Background: an optimization exercise with open tools, aiming at small area, a short achievable clock period and few clock cycles per item. Do not read the settings as production practice.
The RTL of this run was laid out without a check of its function.
Power and IR drop assume default switching activity.

===== flow/run.sh =====
#!/bin/bash
set -euo pipefail
export BUFFER_PORTS_ARGS="-buffer_cell sky130_fd_sc_hd__buf_1"
export SETUP_SLACK_MARGIN=7
bash standard.sh finish > standard_flow.log 2>&1

===== standard.sh =====
#!/bin/bash
# synth_recipe.tcl (not shown) runs the flow's synth.tcl, then flattens the netlist and writes it again
# the make line also repeats each setting of config.mk as NAME=value (left out here)
make -C /OpenROAD-flow-scripts/flow DESIGN_CONFIG=/design/flow/config.mk WORK_HOME=/design/flow/orfs CLKGATE_MAP_FILE= SYNTH_SCRIPT=/design/flow/synth_recipe.tcl "${@:-finish}"

===== config.mk =====
export PLATFORM = sky130hd
export DESIGN_NAME = ams_frame_encoder
export DESIGN_NICKNAME = ams_frame_encoder
export VERILOG_FILES = /design/flow/design.v
export SDC_FILE = /design/flow/constraint.sdc
export NUM_CORES = 4
export LEC_CHECK = 0
export CAP_MARGIN = 20
export CORE_MARGIN = 2
export CORE_UTILIZATION = 40
export SLEW_MARGIN = 20

===== constraint.sdc =====
create_clock -name core_clock -period 10.0 [get_ports {clk}]
set_input_delay 2.0000 -clock core_clock [delete_from_list [all_inputs] [get_ports {clk}]]
set_output_delay 2.0000 -clock core_clock [all_outputs]
set_load 0.01 [all_outputs]

===== design.v =====
module ams_frame_encoder (
    input  wire        clk,
    input  wire        rst,
    input  wire        in_valid,
    output wire        in_ready,
    input  wire        in_clear,
    input  wire        in_stream,      
    input  wire [15:0] in_year,
    input  wire [7:0]  in_month,
    input  wire [7:0]  in_day,
    input  wire [7:0]  in_wday,
    input  wire [7:0]  in_hour,
    input  wire [7:0]  in_minute,
    input  wire [7:0]  in_second,
    input  wire [31:0] in_p,
    input  wire [31:0] in_po,
    input  wire [31:0] in_q,
    input  wire [31:0] in_qo,
    input  wire [31:0] in_i1,
    input  wire [31:0] in_i2,
    input  wire [31:0] in_i3,
    input  wire [15:0] in_u1,
    input  wire [15:0] in_u2,
    input  wire [15:0] in_u3,
    input  wire [31:0] in_tpi,
    input  wire [31:0] in_tpo,
    input  wire [31:0] in_tqi,
    input  wire [31:0] in_tqo,
    output wire        out_valid,
    input  wire        out_ready,
    output wire [7:0]  out_data,
    output wire        out_last
);
    reg        v0, v1;
    reg [15:0] l0_y;
    reg [7:0]  l0_mo, l0_d, l0_w, l0_h, l0_mi;
    reg [7:0]  l0_sr;
    reg [15:0] l1_y;
    reg [7:0]  l1_mo, l1_d, l1_w, l1_h;
    reg  [4:0] l0_q;
    reg  [7:0] l0_s;
    reg  [8:0] l0_s9;
    always @(posedge clk) begin
        l0_q  <= l0_sr / 8'd10;
        l0_s  <= {3'd0, l0_q} * 8'd10;
        l0_s9 <= {4'd0, l0_q} * 9'd10 + 9'd9;
    end
    wire e0_y  = in_year == l0_y;
    wire e1_y  = in_year == l1_y;
    wire e0_md = {in_month, in_day} == {l0_mo, l0_d};
    wire e1_md = {in_month, in_day} == {l1_mo, l1_d};
    wire e0_wh = {in_wday, in_hour} == {l0_w, l0_h};
    wire e1_wh = {in_wday, in_hour} == {l1_w, l1_h};
    wire e0_ms = v0 && (in_minute == l0_mi) && (in_second >= l0_s) && ({1'b0, in_second} <= l0_s9);
    wire [3:0] n_pt = in_stream ? {e1_y, e1_md, e1_wh, v1}
                                : {e0_y, e0_md, e0_wh, e0_ms};
    reg       in_rdy;
    reg       ld_rdy;          
    reg       act;             
    reg       c_str, c_clr;
    reg [3:0] c_pt;
    reg       p_v;             
    reg       p_str, p_clr;
    reg [3:0] p_pt;
    wire c_dup = &c_pt;
    wire c_sgl = c_clr | c_dup;        
    wire c_sup = !c_clr & c_dup;       
    wire p_sgl = p_clr | (&p_pt);
    assign in_ready = in_rdy;
    wire accept = in_valid && in_rdy;
    wire push = act && (!out_v || out_ready);
    localparam DW = 37;
    function [DW-1:0] dec;
        input [8:0] p;
        input       s;
        reg [4:0]  b;
        reg [3:0]  o;
        reg        pre, tr, mid, ent, u16, rd, jmp, pdt, mdt, w1, isdt;
        reg [7:0]  pc, mc, xc, eb, cb;
        reg [17:0] ws;
        reg [1:0]  bs;
        begin
            b    = p[8:4];
            o    = p[3:0];
            pre  = (p < 9'd96);
            tr   = s ? (b == 5'd22) : (b == 5'd16);
            mid  = s && (b == 5'd16 || b == 5'd17);
            ent  = !pre && !tr && !mid;
            u16  = (b == 5'd13) || (b == 5'd14) || (b == 5'd15);
            rd   = ent && o[3] && (o[2:0] != 3'd0);         
            jmp  = (pre && p[6:0] == 7'd92)
                || (ent && (u16 ? o == 4'd10 : o == 4'd12))
                || (mid && (p[4:0] == 5'd9 || p[4:0] == 5'd27));
            pdt  = pre && (p[6:2] == 5'd5 || p[6:2] == 5'd6) &&
                   !(s && p[6:1] == 6'd13);                  
            mdt  = mid && (p[4:2] == 3'd4 || p[4:1] == 4'd10);   
            w1   = mid ? p[2] : ~p[2];                        
            isdt = pdt || mdt;
            pc =
                ({8{p[6:0] == 7'd1 &&  s}} & 8'h01) |
                ({8{p[6:0] == 7'd2 && !s}} & 8'hD9) |
                ({8{p[6:0] == 7'd2 &&  s}} & 8'h23) |
                ({8{p[6:0] == 7'd3}} & 8'h7E) |
                ({8{p[6:0] == 7'd4 && !s}} & 8'hA0) |
                ({8{p[6:0] == 7'd4 &&  s}} & 8'hA1) |
                ({8{p[6:0] == 7'd5 && !s}} & 8'hD7) |
                ({8{p[6:0] == 7'd5 &&  s}} & 8'h21) |
                ({8{p[6:0] == 7'd6}} & 8'h2B) |
                ({8{p[6:0] == 7'd7}} & 8'h21) |
                ({8{p[6:0] == 7'd8}} & 8'h13) |
                ({8{p[6:0] == 7'd9 && !s}} & 8'h86) |
                ({8{p[6:0] == 7'd9 &&  s}} & 8'h73) |
                ({8{p[6:0] == 7'd10 && !s}} & 8'hB8) |
                ({8{p[6:0] == 7'd10 &&  s}} & 8'h8F) |
                ({8{p[6:0] == 7'd11}} & 8'hE6) |
                ({8{p[6:0] == 7'd12}} & 8'hE7) |
                ({8{p[6:0] == 7'd14}} & 8'h0F) |
                ({8{p[6:0] == 7'd19}} & 8'h0C) |
                ({8{p[6:0] == 7'd27 &&  s}} & 8'h37) |
                ({8{p[6:0] == 7'd28}} & 8'hFF) |
                ({8{p[6:0] == 7'd29}} & 8'h80) |
                ({8{p[6:0] == 7'd32}} & 8'h02) |
                ({8{p[6:0] == 7'd33 && !s}} & 8'h19) |
                ({8{p[6:0] == 7'd33 &&  s}} & 8'h23) |
                ({8{p[6:0] == 7'd34}} & 8'h0A) |
                ({8{p[6:0] == 7'd35}} & 8'h0A) |
                ({8{p[6:0] == 7'd36}} & 8'h54) |
                ({8{p[6:0] == 7'd37}} & 8'h45) |
                ({8{p[6:0] == 7'd38}} & 8'h53) |
                ({8{p[6:0] == 7'd39}} & 8'h54) |
                ({8{p[6:0] == 7'd40}} & 8'h5F) |
                ({8{p[6:0] == 7'd41}} & 8'h56) |
                ({8{p[6:0] == 7'd42}} & 8'h30) |
                ({8{p[6:0] == 7'd43}} & 8'h30) |
                ({8{p[6:0] == 7'd44}} & 8'h30) |
                ({8{p[6:0] == 7'd45}} & 8'h31) |
                ({8{p[6:0] == 7'd46}} & 8'h09) |
                ({8{p[6:0] == 7'd47}} & 8'h06) |
                ({8{p[6:0] == 7'd48}} & 8'h01) |
                ({8{p[6:0] == 7'd49}} & 8'h01) |
                ({8{p[6:0] == 7'd52}} & 8'h05) |
                ({8{p[6:0] == 7'd53}} & 8'hFF) |
                ({8{p[6:0] == 7'd54}} & 8'h0A) |
                ({8{p[6:0] == 7'd55}} & 8'h10) |
                ({8{p[6:0] == 7'd56}} & 8'h31) |
                ({8{p[6:0] == 7'd57}} & 8'h32) |
                ({8{p[6:0] == 7'd58}} & 8'h33) |
                ({8{p[6:0] == 7'd59}} & 8'h34) |
                ({8{p[6:0] == 7'd60}} & 8'h35) |
                ({8{p[6:0] == 7'd61}} & 8'h36) |
                ({8{p[6:0] == 7'd62}} & 8'h37) |
                ({8{p[6:0] == 7'd63}} & 8'h38) |
                ({8{p[6:0] == 7'd64}} & 8'h39) |
                ({8{p[6:0] == 7'd65}} & 8'h30) |
                ({8{p[6:0] == 7'd66}} & 8'h31) |
                ({8{p[6:0] == 7'd67}} & 8'h32) |
                ({8{p[6:0] == 7'd68}} & 8'h33) |
                ({8{p[6:0] == 7'd69}} & 8'h34) |
                ({8{p[6:0] == 7'd70}} & 8'h35) |
                ({8{p[6:0] == 7'd71}} & 8'h36) |
                ({8{p[6:0] == 7'd72}} & 8'h09) |
                ({8{p[6:0] == 7'd73}} & 8'h06) |
                ({8{p[6:0] == 7'd74}} & 8'h01) |
                ({8{p[6:0] == 7'd75}} & 8'h01) |
                ({8{p[6:0] == 7'd76}} & 8'h60) |
                ({8{p[6:0] == 7'd77}} & 8'h01) |
                ({8{p[6:0] == 7'd78}} & 8'h01) |
                ({8{p[6:0] == 7'd79}} & 8'hFF) |
                ({8{p[6:0] == 7'd80}} & 8'h0A) |
                ({8{p[6:0] == 7'd81}} & 8'h0B) |
                ({8{p[6:0] == 7'd82}} & 8'h54) |
                ({8{p[6:0] == 7'd83}} & 8'h45) |
                ({8{p[6:0] == 7'd84}} & 8'h53) |
                ({8{p[6:0] == 7'd85}} & 8'h54) |
                ({8{p[6:0] == 7'd86}} & 8'h4D) |
                ({8{p[6:0] == 7'd87}} & 8'h45) |
                ({8{p[6:0] == 7'd88}} & 8'h54) |
                ({8{p[6:0] == 7'd89}} & 8'h45) |
                ({8{p[6:0] == 7'd90}} & 8'h52) |
                ({8{p[6:0] == 7'd91}} & 8'h30) |
                ({8{p[6:0] == 7'd92}} & 8'h31) |
                8'h00;
            mc =
                ({8{p[4:0] == 5'd0}} & 8'h09) |
                ({8{p[4:0] == 5'd1}} & 8'h06) |
                ({8{p[4:0] == 5'd3}} & 8'h01) |
                ({8{p[4:0] == 5'd4}} & 8'h01) |
                ({8{p[4:0] == 5'd7}} & 8'hFF) |
                ({8{p[4:0] == 5'd8}} & 8'h09) |
                ({8{p[4:0] == 5'd9}} & 8'h0C) |
                ({8{p[4:0] == 5'd23}} & 8'h37) |
                ({8{p[4:0] == 5'd24}} & 8'hFF) |
                ({8{p[4:0] == 5'd25}} & 8'h80) |
                8'h00;
            xc = ({8{b == 5'd6  || b == 5'd18}} & 8'h01)
               | ({8{b == 5'd7  || b == 5'd19}} & 8'h02)
               | ({8{b == 5'd8  || b == 5'd20}} & 8'h03)
               | ({8{b == 5'd9  || b == 5'd21}} & 8'h04)
               | ({8{b == 5'd10}} & 8'h1F)
               | ({8{b == 5'd11}} & 8'h33)
               | ({8{b == 5'd12}} & 8'h47)
               | ({8{b == 5'd13}} & 8'h20)
               | ({8{b == 5'd14}} & 8'h34)
               | ({8{b == 5'd15}} & 8'h48);
            eb = ({8{o == 4'd0}} & 8'h09)
               | ({8{o == 4'd1}} & 8'h06)
               | ({8{o == 4'd2 || o == 4'd3}} & 8'h01)
               | ({8{o == 4'd4}} & xc)
               | ({8{o == 4'd5}} & (p[8] ? 8'h08 : 8'h07))
               | ({8{o == 4'd7}} & 8'hFF)
               | ({8{o == 4'd8}} & (u16 ? 8'h12 : 8'h06));
            cb = ({8{pre}} & pc) | ({8{mid}} & mc) | ({8{ent}} & eb)
               | ({8{tr & o[1]}} & 8'h7E);
            ws[0]  = rd && b == 5'd6;
            ws[1]  = rd && b == 5'd7;
            ws[2]  = rd && b == 5'd8;
            ws[3]  = rd && b == 5'd9;
            ws[4]  = rd && b == 5'd10;
            ws[5]  = rd && b == 5'd11;
            ws[6]  = rd && b == 5'd12;
            ws[7]  = rd && b == 5'd13;
            ws[8]  = rd && b == 5'd14;
            ws[9]  = rd && b == 5'd15;
            ws[10] = rd && b == 5'd18;
            ws[11] = rd && b == 5'd19;
            ws[12] = rd && b == 5'd20;
            ws[13] = rd && b == 5'd21;
            ws[14] = isdt && !w1 && !s;
            ws[15] = isdt &&  w1 && !s;
            ws[16] = isdt && !w1 &&  s;
            ws[17] = isdt &&  w1 &&  s;
            bs = isdt ? o[1:0] : o[1:0] - 2'd1;
            dec = {cb, ws, bs,
                   tr && o[1:0] == 2'd0,             
                   tr && o[1:0] == 2'd1,             
                   p == 9'd0,                        
                   (p[8:2] != 7'd0) && !tr,          
                   tr && o[1],                       
                   tr,                               
                   jmp};                             
        end
    endfunction
    reg  [8:0]    pos;
    reg  [DW-1:0] dq;
    wire [7:0]  q_cb;
    wire [17:0] q_ws;
    wire [1:0]  q_bs;
    wire        q_fl, q_fh, q_st, q_cov, q_last, q_tr, q_jmp;
    assign {q_cb, q_ws, q_bs, q_fl, q_fh, q_st, q_cov, q_last, q_tr, q_jmp} = dq;
    wire [8:0] sp = q_jmp ? {pos[8:4] + 5'd1, 4'd0} : pos + 9'd1;    
    reg [399:0] ch;
    wire [31:0] rw = ({32{q_ws[0]}}  & ch[399:368]) | ({32{q_ws[1]}}  & ch[367:336])
                   | ({32{q_ws[2]}}  & ch[335:304]) | ({32{q_ws[3]}}  & ch[303:272])
                   | ({32{q_ws[4]}}  & ch[271:240]) | ({32{q_ws[5]}}  & ch[239:208])
                   | ({32{q_ws[6]}}  & ch[207:176])
                   | ({32{q_ws[7]}}  & {ch[175:160], 16'd0})
                   | ({32{q_ws[8]}}  & {ch[159:144], 16'd0})
                   | ({32{q_ws[9]}}  & {ch[143:128], 16'd0})
                   | ({32{q_ws[10]}} & ch[127:96])  | ({32{q_ws[11]}} & ch[95:64])
                   | ({32{q_ws[12]}} & ch[63:32])   | ({32{q_ws[13]}} & ch[31:0])
                   | ({32{q_ws[14]}} & {l0_y, l0_mo, l0_d})
                   | ({32{q_ws[15]}} & {l0_w, l0_h, l0_mi, l0_s})
                   | ({32{q_ws[16]}} & {l1_y, l1_mo, l1_d})
                   | ({32{q_ws[17]}} & {l1_w, l1_h, 16'd0});
    wire [7:0] head = (q_bs == 2'd0) ? rw[31:24] :
                      (q_bs == 2'd1) ? rw[23:16] :
                      (q_bs == 2'd2) ? rw[15:8]  : rw[7:0];
    reg [15:0] crc;
    wire [7:0] byte_o = q_cb | head
                      | ({8{q_fl}} & ~crc[7:0])
                      | ({8{q_fh}} & ~crc[15:8])
                      | {7'd0, q_st & c_sup};
    wire cur_last = c_sgl || q_last;
    wire a_done   = push && cur_last;
    wire start_c  = accept && (!act || a_done);    
    function [15:0] crc16_byte;
        input [15:0] c_in;
        input [7:0]  d;
        integer k;
        reg [15:0] c;
        begin
            c = c_in ^ {8'h00, d};
            for (k = 0; k < 8; k = k + 1) begin
                if (c[0]) c = (c >> 1) ^ 16'h8408;
                else      c = c >> 1;
            end
            crc16_byte = c;
        end
    endfunction
    reg       out_v, out_l;
    reg [7:0] out_d;
    assign out_valid = out_v;
    assign out_data  = out_d;
    assign out_last  = out_l;
    always @(posedge clk) begin
        if (rst)
            out_v <= 1'b0;
        else if (!out_v || out_ready)
            out_v <= act;
        if (push) begin
            out_d <= byte_o;
            out_l <= cur_last;
        end
    end
    always @(posedge clk) begin
        if (rst) begin
            act    <= 1'b0;
            p_v    <= 1'b0;
            in_rdy <= 1'b1;
            ld_rdy <= 1'b1;
            v0     <= 1'b0;
            v1     <= 1'b0;
        end else begin
            if (start_c) begin
                act   <= 1'b1;
                c_str <= in_stream;
                c_clr <= in_clear;
                c_pt  <= n_pt;
            end else if (a_done) begin
                act   <= p_v;
                c_str <= p_str;
                c_clr <= p_clr;
                c_pt  <= p_pt;
            end
            if (accept && !start_c) begin
                p_v   <= 1'b1;
                p_str <= in_stream;
                p_clr <= in_clear;
                p_pt  <= n_pt;
            end else if (a_done) begin
                p_v <= 1'b0;
            end
            in_rdy <= !accept && (a_done ? (!p_v || p_sgl)
                                         : (!p_v && (!act || c_sgl || q_tr)));
            ld_rdy <= !accept && (!p_v || p_sgl) && (a_done || !act || c_sgl || q_tr);
            if (accept) begin
                if (in_clear) begin
                    v0 <= 1'b0;
                    v1 <= 1'b0;
                end else if (in_stream)
                    v1 <= 1'b1;
                else
                    v0 <= 1'b1;
            end
        end
    end
    always @(posedge clk) begin
        if (!act || a_done) begin
            pos <= 9'd0;
            dq  <= dec(9'd0, 1'b0);
        end else if (push) begin
            pos <= sp;
            dq  <= dec(sp, c_str);
        end
    end
    always @(posedge clk) begin
        if (accept && !in_clear) begin
            if (in_stream) begin
                l1_y <= in_year; l1_mo <= in_month; l1_d <= in_day;
                l1_w <= in_wday; l1_h <= in_hour;
            end else begin
                l0_y <= in_year; l0_mo <= in_month; l0_d <= in_day;
                l0_w <= in_wday; l0_h <= in_hour; l0_mi <= in_minute;
                l0_sr <= in_second;
            end
        end
    end
    always @(posedge clk) begin
        if (ld_rdy)
            ch <= {in_p, in_po, in_q, in_qo, in_i1, in_i2, in_i3,
                   in_u1, in_u2, in_u3, in_tpi, in_tpo, in_tqi, in_tqo};
        if (!act || a_done)
            crc <= 16'hFFFF;
        else if (push && q_cov)
            crc <= crc16_byte(crc, byte_o);
    end
endmodule

==> impl_metrics.json <==
{
  "synthesis.area_sq_um": 26400,
  "firstDrtPassIters": 6,
  "grt_overflow": 0,
  "p_clk_frac": 0.411,
  "synth_seq_cells": 618,
  "synth.avg_cell_area_sq_um": 13.7,
  "synth_nets": 2424,
  "cp-start-kind": "primary input",
  "rsz0062_at_grt": "true",
  "finalHoldViolCount": 0,
  "grt_max_degree": 91,
  "drc": 0,
  "fmax_mhz": 297,
  "combPwrFrac": 0.080,
  "endpoint_kind": "flip-flop",
  "root_buffer": "clkbuf_16",
  "crit_chain": "buf_8, inv_4, ha_4, nand2b_1, a21boi_1, o21a_1, o21a_1, o21a_1, o21a_1, o21a_1, o221ai_2, a41oi_1",
  "cpMostUsedCell": "o21a_1",
  "p_leak_nw": 11.7,
  "cp.required_ns": 10.35,
  "wirelength_um": 110000,
  "crit_buf_inv": 2,
  "grt_pass1_vias": 20122,
  "swShare": 0.243,
  "synth_largest_area_cell": "edfxtp_1",
  "status": "finished clean",
  "power_w": 0.00612,
  "netlist_top_cells_area": "edfxtp_1 61%, dfxtp_1 6.4%, a22oi_1 4.4%",
  "die_x_um": 261,
  "arrival_ns": 3.72,
  "setup_ws_ns": 6.63,
  "drive_gt1_frac": 0.181,
  "die_area_sq_um": 68100,
  "numCtsBuffers": 71,
  "ys_seq_area_frac": 0.670,
  "critPathKind": "in2reg",
  "clk_latency_ns": 0.63,
  "internal-power_w": 0.00464,
  "vias_per_cell": 6.13,
  "critPathMaxFanout": 2,
  "port_buffers": 480,
  "p_switching_w": 0.00148,
  "nets": 3002,
  "synth_edf_count": 533,
  "core-area_sq_um": 65600,
  "ios": 481,
  "tightest_slew_ns": 1.07,
  "dp_hpwl_um": 73800,
  "cts.sinks": 618,
  "critPathSlowestCell": "o221ai_2",
  "fillers": 5673,
  "synth_cell_types": 92,
  "powerDensity_nw_per_um2": 180,
  "layout_common_cells": "533 x edfxtp_1, 466 x buf_1, 148 x a22oi_1",
  "cp_top_family": "compound AO/OA/AOI/OAI gates",
  "routedWlPerCell_um": 32.0,
  "cts_max_level": 3,
  "async_reset_ff_frac": 0,
  "syn_to_final_growth_pct": 28.5,
  "setup_viol_count_final": 0,
  "place_ws_ns": 5.35,
  "cp_slowest_stage_delay_ns": 0.25,
  "rows": 94,
  "antenna_found_initial": 17,
  "seqCellArea_sq_um": 17800,
  "yosysTopAreaCellShare": 0.606,
  "ant_nets": 0,
  "yosysWarnings": 1,
  "grt_pass1_wl_um": 147000,
  "num_vias": 21051,
  "layout_commonest_cell": "edfxtp_1",
  "clkSlewWorstSetupHoldPaths_ns": 0.06,
  "grtUsageTotal": 0.306,
  "first_iter_violations": 2868,
  "start_util": 0.403,
  "skew_ns": 0.0387,
  "clk_path_buf_depth": 3,
  "slew_headroom": 0.285,
  "min_period_ns": 3.37,
  "timing.hold.ws_ns": 0.368,
  "drv_cap": 0,
  "ir_drop_uv": 156,
  "hold_class": "reg2reg",
  "gp_congestion": 0.935,
  "tns_ns": 0,
  "final_max_slew_viol_count": 0,
  "syn_inst": 1927,
  "die_y_um": 261,
  "multi_input_area_sq_um": 9240,
  "ys.flop_type": "edfxtp_1",
  "cts_tree": "yes",
  "seqPwrFrac": 0.509,
  "min_period_over_period": 0.337
}
## metrics by stage
step / cell area, sq um / utilization / instances
final: 34000 / 0.517 / 3434
after global routing: 33900 / 0.517 / 3429
after CTS: 32800 / 0.500 / 3363
after detailed placement: 29300 / 0.446 / 3189
after global placement: 29300 / 0.446 / 3188
after floorplan: 26800 / - / 1927
## synthesized netlist by cell type (48+ instances only)
| master | count |
|---|---|
| buf_2 | 52 |
| nand2_1 | 106 |
| edfxtp_1 | 533 |
| o21ai_0 | 64 |
| clkbuf_1 | 54 |
| xor2_1 | 48 |
| nand4_1 | 56 |
| nor2_1 | 88 |
| dfxtp_1 | 85 |
| mux2i_1 | 58 |
| a21oi_1 | 69 |
| a22oi_1 | 156 |
## final timing paths
kind | to | slack (ns) | start | depth (start not counted)
hold / removal | l0_s[2] | 0.37 | l0_q[1] | 0
setup / recovery | c_pt[0] | 6.63 | in_second[1] | 12
hold reg to reg | l0_s[2] | 0.37 | l0_q[1] | 0
setup reg to reg | dq[29] | 6.95 | pos[5] | 10
## layer usage
layer  routed length (um)  track usage
met4                 5530        0.124
met3                10800       0.0607
met2                53000        0.511
met1                40500        0.393
met5                   92            0
## state kept, by name, indices dropped and copies added, names as in the netlist, 9 cells and up
name  count
crc      16
dq       35
l1_y     16
ch      400
l0_y     16
pos       9
## layout make-up
type,instances,area share
Multi-Input combinational cell,1151,0.272
Sequential cell,618,0.524
Timing Repair Buffer,619,0.101
Tap cell,864,0.0318
Antenna cell,11,0.000811
Clock buffer,94,0.0564
Clock inverter,33,0.00866
Timing Repair inverter,1,0.000258
Inverter,43,0.00538
## cells by family (layout without fill, tap and decap cells)
kind of cell | count (synthesis) | after routing | synth area share
DFF | 618 | 618 | 0.670
AOI/OAI and AO/OA | 540 | 540 | 0.151
and+or+nand+nor | 417 | 421 | 0.0794
buffers and inverters | 162 | 790 | 0.0273
xor gates and xnor gates | 98 | 98 | 0.0340
muxes | 63 | 63 | 0.0241
adders and majority gates | 29 | 29 | 0.0138
other | 0 | 11 | 0
## power groups by stage
stage	sequential [W]	clock, W	combinational, W
floorplan	0.00317	0	0.000198
finish	0.00312	0.00252	0.000487
detailed placement	0.00317	0	0.000410
global route	0.00313	0.00263	0.000517
global placement	0.00317	0	0.000402
CTS	0.00312	0.00253	0.000458
## what timing repair did
action	4_1_cts	5_1_grt
hold endpoints to repair	0	0
resized for setup	187	112
pin swaps	38	56
setup endpoints to repair	281	166
cloned	10	6
setup buffers	37	54
hold buffers	0	0

re-timing with driven ports:
In the flow no input, the clock included, has a driving cell. The finished layout below was timed again as built, in two steps. Step 1 sets driving cells, clkbuf_16 on the clock port and buf_2 on the other inputs (assumed; they add their load-dependent delay and slew). Step 2 moves the port delays by t, midway between the first and last clock arrival at a register: inputs arrive t later, outputs are due t later. That takes back most of the time a late clock gives input paths. Three values: ideal ports, drivers, drivers and shift; two values: the first two.
t (ns): 0.679
setup WS [ns]: 6.632 / 6.630 / 5.951
worst setup path after step 2: input to register
worst slew at a driven data input, ns: 0.27
cell pins on the clock port's net: 1
After both steps this run still meets setup and hold. The setup slack of this run moves by -0.002 ns with the drivers and by -0.681 ns with both steps.
